Background: an optimization exercise with open tools, aiming at small area. Do not read the settings as production practice. In this exercise RTL edits were held to simulation tests only and were not proved equivalent to the original. Power and IR drop assume default switching activity.

Setup of v10:
## scd41_meas_decoder
module scd41_meas_decoder (
    input  wire        clk,
    input  wire        rst,
    input  wire        in_valid,
    input  wire [7:0]  in_data,
    output wire        in_ready,
    output reg         out_valid,
    output reg  [15:0] co2,
    output reg  [15:0] raw_t,
    output reg  [15:0] raw_rh,
    output wire [31:0] temp,
    output wire [31:0] rh
);
For scale: roughly 500 cells after synthesis, ~260 flip-flops, ~130 I/O pins, ~7700 um2 of cells after synthesis.
Settings: LEC_CHECK=0, ABC_AREA=1, CAP_MARGIN=20, CORE_MARGIN=2, CORE_UTILIZATION=50, PLACE_DENSITY=0.7, SLEW_MARGIN=20; clock period 10.0 ns.
standard.sh (not shown) runs the stock make flow with config.mk's settings and CLKGATE_MAP_FILE= SYNTH_SCRIPT=/design/flow/synth_recipe.tcl, a recipe that flattens the netlist after the stock synthesis.
==> flow/flow/run.sh <==
#!/bin/bash
# The standard ORFS layout (standard.sh) with these changes:
#  - synthesis is synth_recipe.tcl unchanged except that ABC maps for area
#    only (flow/abc_area.script: no buffering or sizing, no delay target),
#    and the full-adder extraction is skipped (ADDER_MAP_FILE empty);
#  - ports are buffered with buf_1 instead of the flow's default buffer;
#  - CTS clusters sinks with small clock buffers and no dummy loads.
set -euo pipefail
here=$(pwd)
{
  head -n 1 synth_recipe.tcl
  echo 'proc abc {args} {'
  echo '  set i [lsearch $args -script]'
  echo "  if {\$i >= 0} { lset args [expr {\$i + 1}] $here/flow/abc_area.script }"
  echo '  set j [lsearch $args -D]'
  echo '  if {$j >= 0} { set args [lreplace $args $j [expr {$j + 1}]] }'
  echo '  yosys abc {*}$args'
  echo '}'
  tail -n +2 synth_recipe.tcl
} > synth_area.tcl
bash standard.sh \
  "SYNTH_SCRIPT=$here/synth_area.tcl" \
  'ADDER_MAP_FILE=' \
  'BUFFER_PORTS_ARGS=-buffer_cell sky130_fd_sc_hd__buf_1' \
  'CTS_ARGS=-sink_clustering_enable -repair_clock_nets -dont_use_dummy_load -sink_clustering_size 20 -sink_clustering_max_diameter 50 -buf_list {sky130_fd_sc_hd__clkbuf_8}' \
  finish > standard_flow.log 2>&1
==> flow/flow/abc_area.script <==
strash; dch -f; amap; topo
## Diff of input files: v19 against v10
# v10
export LEC_CHECK = 0
export ABC_AREA = 1
export CAP_MARGIN = 20
export CORE_MARGIN = 2
export CORE_UTILIZATION = 50
export PLACE_DENSITY = 0.7
export SLEW_MARGIN = 20
create_clock -name core_clock -period 10.0 [get_ports {clk}]
# v19
export LEC_CHECK = 0
export ABC_AREA = 1
export CAP_MARGIN = 20
export CORE_MARGIN = 2
export CORE_UTILIZATION = 40
export PLACE_DENSITY = 0.6
export SLEW_MARGIN = 20
create_clock -name core_clock -period 10.0 [get_ports {clk}]
diff --git a/flow/flow/run.sh b/flow/flow/run.sh
--- a/flow/flow/run.sh
+++ b/flow/flow/run.sh
@@ -23,4 +23,4 @@
   'ADDER_MAP_FILE=' \
   'BUFFER_PORTS_ARGS=-buffer_cell sky130_fd_sc_hd__buf_1' \
-  'CTS_ARGS=-sink_clustering_enable -repair_clock_nets -dont_use_dummy_load -sink_clustering_size 20 -sink_clustering_max_diameter 50 -buf_list {sky130_fd_sc_hd__clkbuf_8}' \
+  'CTS_ARGS=-sink_clustering_enable -repair_clock_nets -dont_use_dummy_load -sink_clustering_size 20 -sink_clustering_max_diameter 60 -buf_list {sky130_fd_sc_hd__clkbuf_8}' \
   finish > standard_flow.log 2>&1
==> comparison <==
Compared to v10, the routing of v19 uses more wire. Going from v10 to v19, peak ir drop on the vdd network went down, cell leakage power was more or less identical. When the final numbers for v19 and v10 were put side by side, the count of clock-buffer cells in the layout turned out to be smaller in v19. On fmax, v19 and v10 are neck and neck. The first-pass GRT wire length in v10 is 0.937 times that in v19. Looking at die outline area, v19 sits 24% higher than v10 does. v19 vs v10 — met1 usage in global routing dropped 3.6 points. [v19] combinational power rose about 2% relative to v10.
Modified inputs, v26 compared to v19
# v19
export LEC_CHECK = 0
export ABC_AREA = 1
export CAP_MARGIN = 20
export CORE_MARGIN = 2
export CORE_UTILIZATION = 40
export PLACE_DENSITY = 0.6
export SLEW_MARGIN = 20
create_clock -name core_clock -period 10.0 [get_ports {clk}]
# v26
export LEC_CHECK = 0
export ABC_AREA = 1
export CAP_MARGIN = 20
export CORE_MARGIN = 2
export CORE_UTILIZATION = 50
export PLACE_DENSITY = 0.7
export SLEW_MARGIN = 20
create_clock -name core_clock -period 10.0 [get_ports {clk}]
diff --git a/flow/flow/run.sh b/flow/flow/run.sh
--- a/flow/flow/run.sh
+++ b/flow/flow/run.sh
@@ -23,4 +23,4 @@
   'ADDER_MAP_FILE=' \
   'BUFFER_PORTS_ARGS=-buffer_cell sky130_fd_sc_hd__buf_1' \
-  'CTS_ARGS=-sink_clustering_enable -repair_clock_nets -dont_use_dummy_load -sink_clustering_size 20 -sink_clustering_max_diameter 60 -buf_list {sky130_fd_sc_hd__clkbuf_8}' \
+  'CTS_ARGS=-sink_clustering_enable -repair_clock_nets -dont_use_dummy_load -sink_clustering_size 22 -sink_clustering_max_diameter 45 -buf_list {sky130_fd_sc_hd__clkbuf_8}' \
   finish > standard_flow.log 2>&1
==> comparison <==
The register share of the cell area of v26 exceeds that of v19 by 0.17 points. The higher final worst slack came out of v26. Between v26 and v19, the hold slack is lower for v19. v26 vs v19 — clock power climbed by a few percent.
Changes in v50 relative to v26:
# v26
export LEC_CHECK = 0
export ABC_AREA = 1
export CAP_MARGIN = 20
export CORE_MARGIN = 2
export CORE_UTILIZATION = 50
export PLACE_DENSITY = 0.7
export SLEW_MARGIN = 20
create_clock -name core_clock -period 10.0 [get_ports {clk}]
# v50
export LEC_CHECK = 0
export ABC_AREA = 1
export CAP_MARGIN = 20
export CORE_MARGIN = 2
export CORE_UTILIZATION = 40
export PLACE_DENSITY = 0.6
export SLEW_MARGIN = 20
create_clock -name core_clock -period 10.0 [get_ports {clk}]
diff --git a/flow/flow/run.sh b/flow/flow/run.sh
--- a/flow/flow/run.sh
+++ b/flow/flow/run.sh
@@ -23,4 +23,4 @@
   'ADDER_MAP_FILE=' \
   'BUFFER_PORTS_ARGS=-buffer_cell sky130_fd_sc_hd__buf_1' \
-  'CTS_ARGS=-sink_clustering_enable -repair_clock_nets -dont_use_dummy_load -sink_clustering_size 22 -sink_clustering_max_diameter 45 -buf_list {sky130_fd_sc_hd__clkbuf_8}' \
+  'CTS_ARGS=-sink_clustering_enable -repair_clock_nets -dont_use_dummy_load -sink_clustering_size 30 -sink_clustering_max_diameter 50 -buf_list {sky130_fd_sc_hd__clkbuf_16}' \
   finish > standard_flow.log 2>&1
Results
- v50 ends up with a height of the chip that is about 11% higher than in v26.
- Floorplan die width: v50 vs v26 up 15 um
- Routing usage on met2 was lower in v50 than in v26.
- Looking at worst slew slack as a fraction of its limit, v50 sits above v26.
- From v26 to v50, logic depth of the worst path, buffers included did not move at all.
- v50: detailed-router iteration count before antenna repair 1 above v26
- | power | higher: v50 |


scd41_meas_decoder, a different RTL version from the one above (not shown whole).
Size in the first run: about 470 cells after synthesis, roughly 240 flip-flops, roughly 130 I/O pins, about 7000 um^2 of cells after synthesis.
clock: 10.0 ns
lec_check: 0
abc_area: 1
cap_margin: 20
core_margin: 2
core_utilization: 40
place_density: 0.6
slew_margin: 20
==> flow/flow/run.sh <==
#!/bin/bash
# The standard ORFS layout (standard.sh) with these changes:
#  - synthesis is synth_recipe.tcl unchanged except that ABC maps for area
#    only (flow/abc_area.script: no buffering or sizing, no delay target),
#    and the full-adder extraction is skipped (ADDER_MAP_FILE empty);
#  - ports are buffered with buf_1 instead of the flow's default buffer;
#  - CTS clusters sinks with small clock buffers and no dummy loads.
set -euo pipefail
here=$(pwd)
{
  head -n 1 synth_recipe.tcl
  echo 'proc abc {args} {'
  echo '  set i [lsearch $args -script]'
  echo "  if {\$i >= 0} { lset args [expr {\$i + 1}] $here/flow/abc_area.script }"
  echo '  set j [lsearch $args -D]'
  echo '  if {$j >= 0} { set args [lreplace $args $j [expr {$j + 1}]] }'
  echo '  yosys abc {*}$args'
  echo '}'
  tail -n +2 synth_recipe.tcl
} > synth_area.tcl
bash standard.sh \
  "SYNTH_SCRIPT=$here/synth_area.tcl" \
  'ADDER_MAP_FILE=' \
  'BUFFER_PORTS_ARGS=-buffer_cell sky130_fd_sc_hd__buf_1' \
  'CTS_ARGS=-sink_clustering_enable -repair_clock_nets -dont_use_dummy_load -sink_clustering_size 12 -sink_clustering_max_diameter 45 -buf_list {sky130_fd_sc_hd__clkbuf_4} -root_buf sky130_fd_sc_hd__clkbuf_8 -tree_buf {sky130_fd_sc_hd__clkbuf_8}' \
  finish > standard_flow.log 2>&1
==> flow/flow/abc_area.script <==
strash; &get -n; &deepsyn -T 20; &put; dch -f; amap; topo
The baseline finished clean.
Rerun with:
==> flow/flow/abc_area.script (replaced) <==
strash; dch -f; amap; mfs2; strash; dch -f; amap; topo
Settings changed: CORE_UTILIZATION 40 to 55, PLACE_DENSITY 0.6 to 0.75.
After rerunning: Non-clock buffer count came out lower by 2. Critical path depth decreases by 1. Clock skew climbs by 0.0088 ns. Setup slack gets better by 0.044 ns. Via count hardly moves. Fmax is higher by 1.0%. Die area goes down by 27%.
Rerun with:
--- a/flow/flow/run.sh
+++ b/flow/flow/run.sh
@@ -24,3 +24,3 @@
   'BUFFER_PORTS_ARGS=-buffer_cell sky130_fd_sc_hd__buf_1' \
-  'CTS_ARGS=-sink_clustering_enable -repair_clock_nets -dont_use_dummy_load -sink_clustering_size 12 -sink_clustering_max_diameter 45 -buf_list {sky130_fd_sc_hd__clkbuf_4} -root_buf sky130_fd_sc_hd__clkbuf_8 -tree_buf {sky130_fd_sc_hd__clkbuf_8}' \
+  'CTS_ARGS=-sink_clustering_enable -repair_clock_nets -dont_use_dummy_load -sink_clustering_size 12 -sink_clustering_max_diameter 45 -buf_list {sky130_fd_sc_hd__clkbuf_4} -root_buf sky130_fd_sc_hd__clkbuf_4 -tree_buf {sky130_fd_sc_hd__clkbuf_4}' \
   finish > standard_flow.log 2>&1
Settings changed: CORE_UTILIZATION 55 to 40, PLACE_DENSITY 0.75 to 0.6.
Combinational power hardly moves.
Cell count grows by 6.8%.
Area after synthesis is unchanged.
Clock power shrinks by 5.1%.
Wire length is higher by 2.5%.

-- static timing again, ports no longer ideal --
No port has a modelled driver above. Below, the same layouts with a new extraction and two added sets of constraints.
Step 1 (the two cells are an assumption about what drives the block):
set clk [get_ports {clk}]
set_driving_cell -lib_cell sky130_fd_sc_hd__clkbuf_16 $clk
set_driving_cell -lib_cell sky130_fd_sc_hd__buf_2 [delete_from_list [all_inputs] $clk]
Step 2 moves the port delays by t, midway between the first and last clock arrival at a register: inputs arrive t later, outputs are due t later. That takes back most of the time a late clock gives input paths.
Three values: ideal ports, drivers, drivers and shift; two values: the first two.
run | t (ns) | setup WS [ns] | worst setup path at the end | pins driven straight from the clock port
v10 | 0.518 | 5.636 / 5.601 / 5.914 | input to register | 1
v19 | 0.506 | 5.632 / 5.596 / 6.102 | register to output | 1
v26 | 0.521 | 5.638 / 5.603 / 5.867 | input to register | 1
v50 | 0.506 | 5.743 / 5.704 / 6.060 | register to register | 1
the first run of note 2 | 0.533 | 5.596 / 5.560 / 6.093 | register to output | 1
the second run of note 2 | 0.507 | 5.639 / 5.604 / 5.829 | input to register | 1
the third run of note 2 | 0.615 | 5.620 / 5.585 / 5.754 | input to register | 1
After both steps every run listed still meets setup and hold.
